Context: an optimization exercise on an open-source flow, tuned for a short achievable clock period and few clock cycles. The choices shown serve that exercise and are no tape-out recipe. Where RTL was checked, it was by simulation tests only, not by an equivalence proof against the original. Power figures rest on the tool's default switching activity, not on a simulated workload.

v23:
==> flow/design.v (excerpt) <==
module tx_drain #(
    parameter [31:0] DESC_MEM_BASE = 32'h4A10_2000,
    parameter [31:0] DESC_MEM_SIZE = 32'h0000_8000,
    parameter integer WALK_LIMIT   = 1024
) (
    input  wire        clk,
    input  wire        rst,
    input  wire        start,
    input  wire [31:0] head,
    output wire        ready,
    output reg         mem_req,
    output reg         mem_we,
    output reg  [31:0] mem_addr,
    output reg  [31:0] mem_wdata,
    input  wire        mem_gnt,
    input  wire [31:0] mem_rdata,
    output reg         tx_valid,
    output reg  [7:0]  tx_data,
    input  wire        tx_ready,
    output reg         done,
    output reg  [1:0]  status,
    output reg  [31:0] cp
);
Settings: LEC_CHECK=0, ABC_CLOCK_PERIOD_IN_PS=2400, CAP_MARGIN=20, CORE_MARGIN=2, CORE_UTILIZATION=40, PLACE_DENSITY=0.6, SETUP_SLACK_MARGIN=4.6, SLEW_MARGIN=20, TNS_END_PERCENT=100; clock period 7.0 ns.
run.sh (not shown) runs the stock make flow with config.mk's settings and CLKGATE_MAP_FILE= SYNTH_SCRIPT=/design/flow/synth_recipe.tcl, a recipe that flattens the netlist after the stock synthesis.
Testbench counts of v23, summed over its fixed seeds: cycles 223,388.
Setup changes, v23 to v29
--- a/flow/design.v
+++ b/flow/design.v
@@ -108,15 +108,14 @@
     reg  [VW-1:0] visits;    
     reg         lim_bad;     
     reg         rng_bad;     
     reg         w_end;       
     reg  [31:0] n_w0, n_w1, n_w2;
     reg  [31:0] n_pa;        
     reg         n_pa_ok;     
-    reg         n_len_nz;    
     reg         n_own, n_pc;
     reg         n_full;      
     reg         vchk;        
     reg         n_term;      
     reg  [31:0] paddr;       
     reg  [15:0] prem;        
     reg         p_has;       
@@ -143,17 +142,15 @@
     wire        pay_done = c_term && !p_has;
     wire        d3_now   = accr && (op == OP_D) && (cap_k == 2'd3);
     wire        v_fail   = vchk && (lim_bad || rng_bad || !n_own);
     wire [1:0]  v_stat   = lim_bad ? ST_WALK : rng_bad ? ST_DESC_OOR : ST_NOT_OWNED;
     wire        take     = (n_full || d3_now) && n_pa_ok && !p_has && !c_term &&
                            !req_i;
     wire        pc_in    = n_full ? n_pc : mem_rdata[26];
-    wire        p_has_e  = p_has || (take && n_len_nz);
-    wire [15:0] prem_e   = take ? n_w2[15:0] : prem;
-    wire        is_pay   = mfree && p_has_e && !occ[2];
+    wire        is_pay   = mfree && p_has && !occ[2];
     wire        is_desc  = mfree && !is_pay && !fk[2] && !w_end;
     wire        wb_want  = (wbs == 3'd0 && pay_done) || (wbs == 3'd2) ||
                            (wbs == 3'd3 && acc && !wb_same) || (wbs == 3'd5);
     wire        is_wb    = mfree && wb_want;
     wire        cont     = gnt_now && (op == OP_D) && !fk[2] && !(p_has && !occ[2]);
     wire        issue    = is_pay || is_desc || is_wb;
     reg  [2:0]  op_wb;
@@ -251,28 +248,27 @@
         else if (req_i)
             case (op)
                 OP_D:         mem_addr <= mem_gnt ? faddr + 32'd4 : faddr;
                 OP_PAY:       mem_addr <= paddr;
                 OP_R0, OP_W0: mem_addr <= wb_a0;
                 default:      mem_addr <= wb_a1;
             endcase
-        else if (p_has ? !occ[2] : (n_full || d3_now))
-            mem_addr <= p_has ? paddr : n_pa;
+        else if (p_has && !occ[2])
+            mem_addr <= paddr;
         else if (!fk[2] && !w_end)
             mem_addr <= faddr;
         else if (wbs == 3'd0 || wbs == 3'd2)
             mem_addr <= wb_a0;
         else
             mem_addr <= wb_a1;
     end
     always @(posedge clk) begin
         n_term  <= (n_w0 == 32'd0);
         n_pa    <= n_w1 + {16'd0, n_w2[31:16]};
         n_pa_ok <= !(accr && op == OP_D && cap_k == 2'd2);
-        n_len_nz <= (n_w2[15:0] != 16'd0);
         if (val_n || val_t)
             td_i <= byte_nx;
         wb_same <= (wb_a0 == wb_a1);
         op     <= op_next;
         if (!busy) begin
             faddr    <= head;
             rchk     <= 1'b1;
@@ -342,20 +338,20 @@
                     rchk   <= 1'b1;
                     fk     <= 3'd0;
                 end
             end
             if (gnt_now && op == OP_PAY)
                 paddr <= paddr + 32'd4;
             if (is_pay) begin
-                p_has <= (prem_e[15:3] != 13'd0) || (prem_e[2] && prem_e[1:0] != 2'd0);
-                if (prem_e[15:2] != 14'd0) begin
+                p_has <= (prem[15:3] != 13'd0) || (prem[2] && prem[1:0] != 2'd0);
+                if (prem[15:2] != 14'd0) begin
                     pn   <= 2'd3;
-                    prem <= prem_e - 16'd4;
+                    prem <= prem - 16'd4;
                 end else begin
-                    pn   <= prem_e[1:0] - 2'd1;
+                    pn   <= prem[1:0] - 2'd1;
                     prem <= 16'd0;
                 end
             end
             if (accr && (op == OP_R0 || op == OP_R1))
                 n_w2 <= mem_rdata;
             case (wbs)
                 3'd0: if (is_wb) wbs <= 3'd1;
### Flow results
- v29: all stages complete, timing, DRC and antenna checks passed
- [compare] base=v23 new=v29: multi-input combinational cell count went down 1.7%, sequential fraction of total cell area went up, total length of routed met2 wires saw a decrease, synthesized flop and latch total now sits at about the same level, total power moved down.
- A timing startpoint of the critical path of n_w1[0] is what v23 shows, while mem_wdata[17] belongs to v29.
- Diff v29 and v23: clock buffer count lower in v29
- Cmp v29 and v23 / post-layout worst setup margin / higher: v29
- Side by side, number of global-route vias before repair turned out lower in v29 than in v23.
Function not checked in v29: the RTL went through the layout flow alone.

-- separate check: timing with driven ports --
The flow's constraints put no driver on any port. The routed layouts listed below were extracted and timed again, unchanged, in two steps. Step 1: set_driving_cell puts a clkbuf_16 on clk and a buf_2 on each other input, an assumption about the parent block. Step 2 times the ports against the registers' clock, not the clock port: input delays grow and output delays shrink by t, the midpoint of the rising clock arrivals with the driver on. a / b / c = ideal / step 1 / step 2; a / b = the first two.
run | shift t [ns] | setup slack, ns | cell pins on the clock port's net
v23 | 0.697 | 4.354 / 4.354 / 3.803 | 1
v29 | 0.697 | 4.470 / 4.404 / 3.956 | 1
After both steps setup and hold are still met in every run listed. For v23, which loses most, drivers alone change the setup slack by 0.000 ns; drivers and shift together by -0.551 ns.
